From an optimization exercise on the open Yosys and OpenROAD flow, aimed at small area; shortcuts taken in it are not production practice.
Function was checked by simulation only, so behaviour that the tests miss may differ from the original.
The flow treats the clock pin as an ideal source, which a real chip does not have.
Power is estimated from default activity; no workload was simulated.

Setup of run A:
==> flow/design.v <==
module byte_escape_encoder (
    input  wire [7:0] v,
    output wire       hi,
    output wire       two
);
    assign hi  = (v[7:2] == 6'b011111);
    assign two = hi & (v[1] | v[0]);
endmodule
module byte_escape_decoder (
    input  wire       esc,
    input  wire [7:0] b,
    output wire       esc_next,
    output wire       out_valid,
    output wire [7:0] out_value
);
    wire hi = (b[7:2] == 6'b011111);
    assign esc_next  = ~esc & hi & b[1] & b[0];
    assign out_valid = esc ? ((b == 8'h2F) | (b[7:1] == 7'b0011000))
                           : ~(hi & b[0]);
    assign out_value = esc ? {6'b011111, b[4], b[0]} : b;
endmodule
module frame_sync_detector (
    input  wire [7:0] rx_data,
    output wire       is_sync,
    output wire       is_cmd
);
    assign is_sync = (rx_data == 8'h7E);
    assign is_cmd  = (rx_data == 8'h80);
endmodule
module renard_framer (
    input  wire       item,
    input  wire       code,
    input  wire       cmd,
    input  wire [7:0] buf_rdata,
    output wire [7:0] tx_data,
    output wire       item_two
);
    wire [7:0] v = buf_rdata;
    wire       hi;
    byte_escape_encoder u_enc (
        .v    (v),
        .hi   (hi),
        .two  (item_two)
    );
    wire [7:0] itemb = {v[7],
                        v[6] & ~code,
                        v[5],
                        v[4] & (~code | v[1]),
                        v[3] & ~(code & v[1]),
                        v[2] & ~(code & v[1]),
                        code ? ~v[1] : (v[1] | (hi & v[0])),
                        v[0] | (~code & hi & v[1])};
    assign tx_data = item ? itemb : (cmd ? 8'h80 : 8'h7E);
endmodule
module renard_codec (
    input  wire        clk,
    input  wire        rst,
    input  wire [31:0] cfg_rate,
    input  wire        cmd_valid,
    output wire        cmd_ready,
    input  wire [1:0]  cmd_op,
    input  wire [9:0]  cmd_n,
    output wire        busy,
    output wire        done,
    output reg  [1:0]  status,
    output wire [9:0]  buf_addr,
    output wire        buf_we,
    output wire [7:0]  buf_wdata,
    input  wire [7:0]  buf_rdata,
    output wire        tx_valid,
    output wire [7:0]  tx_data,
    input  wire        tx_ready,
    input  wire        rx_valid,
    input  wire [7:0]  rx_data,
    output wire        rx_ready,
    output wire        open_valid,
    output wire [31:0] open_rate,
    input  wire        open_ready
);
    localparam [3:0] IDLE    = 4'b0110,
                     IDLE_D  = 4'b0111,    
                     I_FILL  = 4'b1010,
                     I_OPEN  = 4'b1011,
                     W_SYNC  = 4'b0010,
                     W_CMD   = 4'b0011,
                     W_DATA  = 4'b0000,
                     W_CODE  = 4'b0001,
                     R_HUNT  = 4'b1110,
                     R_AWAIT = 4'b1111,
                     R_DATA  = 4'b1100,
                     R_ESC   = 4'b1101;    
    localparam [1:0] ST_OK = 2'd0, ST_FRAMING = 2'd1, ST_INVALID = 2'd2, ST_ILLEGAL = 2'd3;
    reg [3:0]  phase;
    reg [8:0]  idx;       
    reg [9:0]  N;
    wire       bound = ~(N[9] & N[0]);
    reg [31:0] rate;
    wire idle    = (~phase[3] & phase[2]);
    wire in_w    = (~phase[3] & ~phase[2]);
    wire in_r    = (phase[3] & phase[2]);
    wire in_fill = (phase[3] & ~phase[2] & ~phase[0]);
    wire in_open = (phase[3] & ~phase[2] & phase[0]);
    wire in_data = (phase[3] & ~phase[1]);
    wire esc     = (phase[0]);        
    wire wzero   = (~phase[2]);         
    wire fr_item = (~phase[1]);    
    wire fr_code = (phase[0]);    
    wire fr_cmd  = (phase[0]);     
    reg        step;      
    wire [9:0] carry;
    wire [9:0] idx_sum;
    assign carry[0] = step;
    genvar gi;
    generate
        for (gi = 0; gi < 9; gi = gi + 1) begin : g_inc
            assign idx_sum[gi]  = idx[gi] ^ carry[gi];
            assign carry[gi+1]  = idx[gi] & carry[gi];
        end
    endgenerate
    assign idx_sum[9] = carry[9];
    wire       eq      = (idx_sum == N);
    wire       last    = eq;
    wire       n_zero  = eq;
    wire item_two;
    renard_framer u_framer (
        .item      (fr_item),
        .code      (fr_code),
        .cmd       (fr_cmd),
        .buf_rdata (buf_rdata),
        .tx_data   (tx_data),
        .item_two  (item_two)
    );
    wire is_sync, is_cmd;
    frame_sync_detector u_fsd (
        .rx_data (rx_data),
        .is_sync (is_sync),
        .is_cmd  (is_cmd)
    );
    wire       dec_esc_next;
    wire       dec_out_valid;
    wire [7:0] dec_out_value;
    byte_escape_decoder u_dec (
        .esc       (esc),
        .b         (rx_data),
        .esc_next  (dec_esc_next),
        .out_valid (dec_out_valid),
        .out_value (dec_out_value)
    );
    wire store = in_data & rx_valid & dec_out_valid;
    assign cmd_ready  = idle;
    assign busy       = ~idle;
    assign done       = (~phase[3] & phase[2] & phase[0]);
    assign buf_addr   = {1'b0, idx};
    assign buf_we     = ~rst & (in_fill | store);
    assign buf_wdata  = wzero ? 8'h00 : dec_out_value;
    assign tx_valid   = ~rst & in_w;
    assign rx_ready   = ~rst & in_r;
    assign open_valid = ~rst & in_open;
    assign open_rate  = rate;
    wire n_bad = cmd_n[9] & (|cmd_n[8:0]);    
    wire load_n = idle & cmd_valid & (cmd_op == 2'd0) & ~bound & ~n_bad;
    reg [3:0] phase_n;
    reg [1:0] fin_st;     
    always @(*) begin
        phase_n = phase;
        fin_st  = ST_OK;
        step    = 1'b0;
        casez (phase)
            4'b01?0, 4'b01?1: begin
                phase_n = IDLE;
                if (cmd_valid) begin
                    phase_n = IDLE_D;
                    fin_st  = ST_ILLEGAL;
                    case (cmd_op)
                        2'd0: begin
                            if (!bound) begin
                                if (n_bad)
                                    fin_st = ST_INVALID;
                                else
                                    phase_n = (cmd_n == 10'd0) ? I_OPEN : I_FILL;
                            end
                        end
                        2'd1: if (bound) phase_n = W_SYNC;
                        2'd2: if (bound) phase_n = R_HUNT;
                        default: ;
                    endcase
                end
            end
            4'b10?0: begin
                step = 1'b1;
                if (last) phase_n = I_OPEN;
            end
            4'b10?1: begin
                if (open_ready) phase_n = IDLE_D;
            end
            4'b0010: if (tx_ready) phase_n = W_CMD;
            4'b0011:  if (tx_ready) phase_n = n_zero ? IDLE_D : W_DATA;
            4'b0?00, 4'b0?01: begin
                if (tx_ready) begin
                    if (item_two & ~fr_code) begin
                        phase_n = W_CODE;
                    end else begin
                        step    = 1'b1;
                        phase_n = last ? IDLE_D : W_DATA;
                    end
                end
            end
            4'b1110: if (rx_valid & is_sync) phase_n = R_AWAIT;
            4'b1111: begin
                if (rx_valid) begin
                    if (!is_cmd)
                        fin_st = ST_FRAMING;
                    phase_n = (!is_cmd | n_zero) ? IDLE_D : R_DATA;
                end
            end
            4'b1?00, 4'b1?01: begin
                if (rx_valid) begin
                    phase_n = dec_esc_next ? R_ESC : R_DATA;
                    if (dec_out_valid) begin
                        step = 1'b1;
                        if (last) phase_n = IDLE_D;
                    end
                end
            end
            default: phase_n = IDLE;
        endcase
    end
    always @(posedge clk) begin
        if (rst) begin
            phase  <= IDLE;
            status <= ST_OK;
        end else begin
            phase <= phase_n;
            if (phase_n == IDLE_D)
                status <= fin_st;
        end
    end
    always @(posedge clk) begin
        idx <= idle ? 9'd0 : idx_sum[8:0];
        if (load_n)
            N[8:1] <= cmd_n[8:1];
        if (rst | load_n) begin
            N[9] <= rst | cmd_n[9];
            N[0] <= rst | cmd_n[0];
        end
        if (rst)
            rate <= cfg_rate;
    end
endmodule
export LEC_CHECK = 0
export CAP_MARGIN = 20
export CORE_MARGIN = 2
export CORE_UTILIZATION = 40
export PLACE_DENSITY = 0.8
export SLEW_MARGIN = 20
create_clock -name core_clock -period 8.0 [get_ports {clk}]
standard.sh (not shown) runs the stock make flow with config.mk's settings and CLKGATE_MAP_FILE= SYNTH_SCRIPT=/design/flow/synth_recipe.tcl, a recipe that flattens the netlist after the stock synthesis.
==> flow/flow/run.sh <==
#!/bin/bash
# ORFS layout (the standard.sh) with:
#  - the standard flow's synthesis script, with ABC run on an area-oriented script;
#  - minimum-size (buf_1) port buffers;
#  - the clock distributed by four buffers, one per quarter of the registers (pre_cts.tcl),
#    in place of the clock tree synthesis H-tree.
# Every tool's output goes to the ORFS logs under orfs/logs and to standard.log here.
set -euo pipefail
here=$(pwd)
{ head -n 1 synth_recipe.tcl; cat flow/abc_override.tcl; tail -n +2 synth_recipe.tcl; } > own_synth.tcl
export MY_ABC_SCRIPT=$here/flow/abc_area.abc
export BUFFER_PORTS_ARGS="-buffer_cell sky130_fd_sc_hd__buf_1"
export ONE_CLKBUF=sky130_fd_sc_hd__clkbuf_8
export CLK_GROUPS=3
export PRE_CTS_TCL=$here/flow/pre_cts.tcl
export CTS_ARGS="-clk_nets clk -sink_clustering_enable -repair_clock_nets -dont_use_dummy_load -buf_list sky130_fd_sc_hd__clkbuf_8"
bash standard.sh SYNTH_SCRIPT=$here/own_synth.tcl finish > standard.log 2>&1
==> flow/flow/pre_cts.tcl <==
set block [ord::get_db_block]
set dbu [$block getDbUnitsPerMicron]
set items {}
foreach pin [get_pins -of_objects [get_nets clk]] {
  if { [get_property $pin direction] ne "input" } { continue }
  set iname [get_full_name [get_cells -of_objects $pin]]
  set inst [$block findInst [string map {"\[" "\\\[" "\]" "\\\]"} $iname]]
  set bb [$inst getBBox]
  set x [expr {([$bb xMin] + [$bb xMax]) / 2.0 / $dbu}]
  set y [expr {([$bb yMin] + [$bb yMax]) / 2.0 / $dbu}]
  lappend items [list $x $y $pin]
}
proc halves { l key } {
  set s [lsort -real -index $key $l]
  set h [expr {[llength $s] / 2}]
  return [list [lrange $s 0 [expr {$h - 1}]] [lrange $s $h end]]
}
set groups {}
if { $::env(CLK_GROUPS) == 4 } {
  foreach half [halves $items 0] {
    foreach q [halves $half 1] { lappend groups $q }
  }
} else {
  # CLK_GROUPS slices by x
  set k $::env(CLK_GROUPS)
  set s [lsort -real -index 0 $items]
  set n [llength $s]
  for {set j 0} {$j < $k} {incr j} {
    lappend groups [lrange $s [expr {$j * $n / $k}] [expr {($j + 1) * $n / $k - 1}]]
  }
}
set i 0
foreach g $groups {
  if { [llength $g] == 0 } { continue }
  set sx 0.0
  set sy 0.0
  set pins {}
  foreach it $g {
    set sx [expr {$sx + [lindex $it 0]}]
    set sy [expr {$sy + [lindex $it 1]}]
    lappend pins [lindex $it 2]
  }
  set n [llength $g]
  set cx [expr {$sx / $n}]
  set cy [expr {$sy / $n}]
  puts "pre_cts: group $i, $n clock pins, buffer at $cx $cy"
  insert_buffer -buffer_cell $::env(ONE_CLKBUF) -net clk -load_pins $pins \
    -location [list $cx $cy] -buffer_name clkbuf_grp$i
  incr i
}
Other scripts of this flow, unchanged in this note and not shown: flow/flow/abc_area.abc, flow/flow/abc_override.tcl
Input changes introduced in run B (baseline for comparison: run A):
Settings: swapping 0.8 for 0.6 in PLACE_DENSITY.
diff --git a/flow/flow/run.sh b/flow/flow/run.sh
--- a/flow/flow/run.sh
+++ b/flow/flow/run.sh
@@ -14 +13,0 @@
-export CLK_GROUPS=3
diff --git a/flow/flow/pre_cts.tcl b/flow/flow/pre_cts.tcl
--- a/flow/flow/pre_cts.tcl
+++ b/flow/flow/pre_cts.tcl
@@ -0,0 +1,3 @@
+# Clock distribution without a tree: the registers are split into four groups by position
+# (halves by x, then halves by y), and one clock buffer at the centre of each group drives
+# that group's clock pins. The clock port then feeds only the four buffers.
@@ -19,12 +22,2 @@
-if { $::env(CLK_GROUPS) == 4 } {
-  foreach half [halves $items 0] {
-    foreach q [halves $half 1] { lappend groups $q }
-  }
-} else {
-  # CLK_GROUPS slices by x
-  set k $::env(CLK_GROUPS)
-  set s [lsort -real -index 0 $items]
-  set n [llength $s]
-  for {set j 0} {$j < $k} {incr j} {
-    lappend groups [lrange $s [expr {$j * $n / $k}] [expr {($j + 1) * $n / $k - 1}]]
-  }
+foreach half [halves $items 0] {
+  foreach q [halves $half 1] { lappend groups $q }
Run B finished end to end and its layout was clean on timing, DRC and antenna.
Diff run A -> run B: share of power burned in the clock network rose by 1.5 points, final period utilization fell by 1.1 points, worst slack at placement rose by 0.049 ns.

port drivers added, routing unchanged:
The flow's constraints put no driver on any port. The routed layouts listed below were extracted and timed again, unchanged, in two steps. Step 1: set_driving_cell puts a clkbuf_16 on clk and a buf_2 on each other input, an assumption about the parent block. Step 2 also shifts input and output timing later by t, the mid clock arrival at the registers, as if the neighbouring blocks saw the same clock. Slacks: ideal ports / drivers / drivers and shift; pairs: ideal ports / drivers.
run	t (ns)	setup WS [ns]	hold WS [ns]	latest minus earliest clock arrival (ns)	worst slew at a driven data input, ns
run A	0.210	1.441 / 1.460 / 1.250	0.524 / 0.524 / 0.524	0.007 / 0.006	0.04
run B	0.202	1.526 / 1.561 / 1.359	0.509 / 0.509 / 0.509	0.004 / 0.004	0.06
After both steps setup and hold are still met in every run listed. The setup slack of run A, which loses most, moves by +0.019 ns with the drivers and by -0.191 ns with both steps.
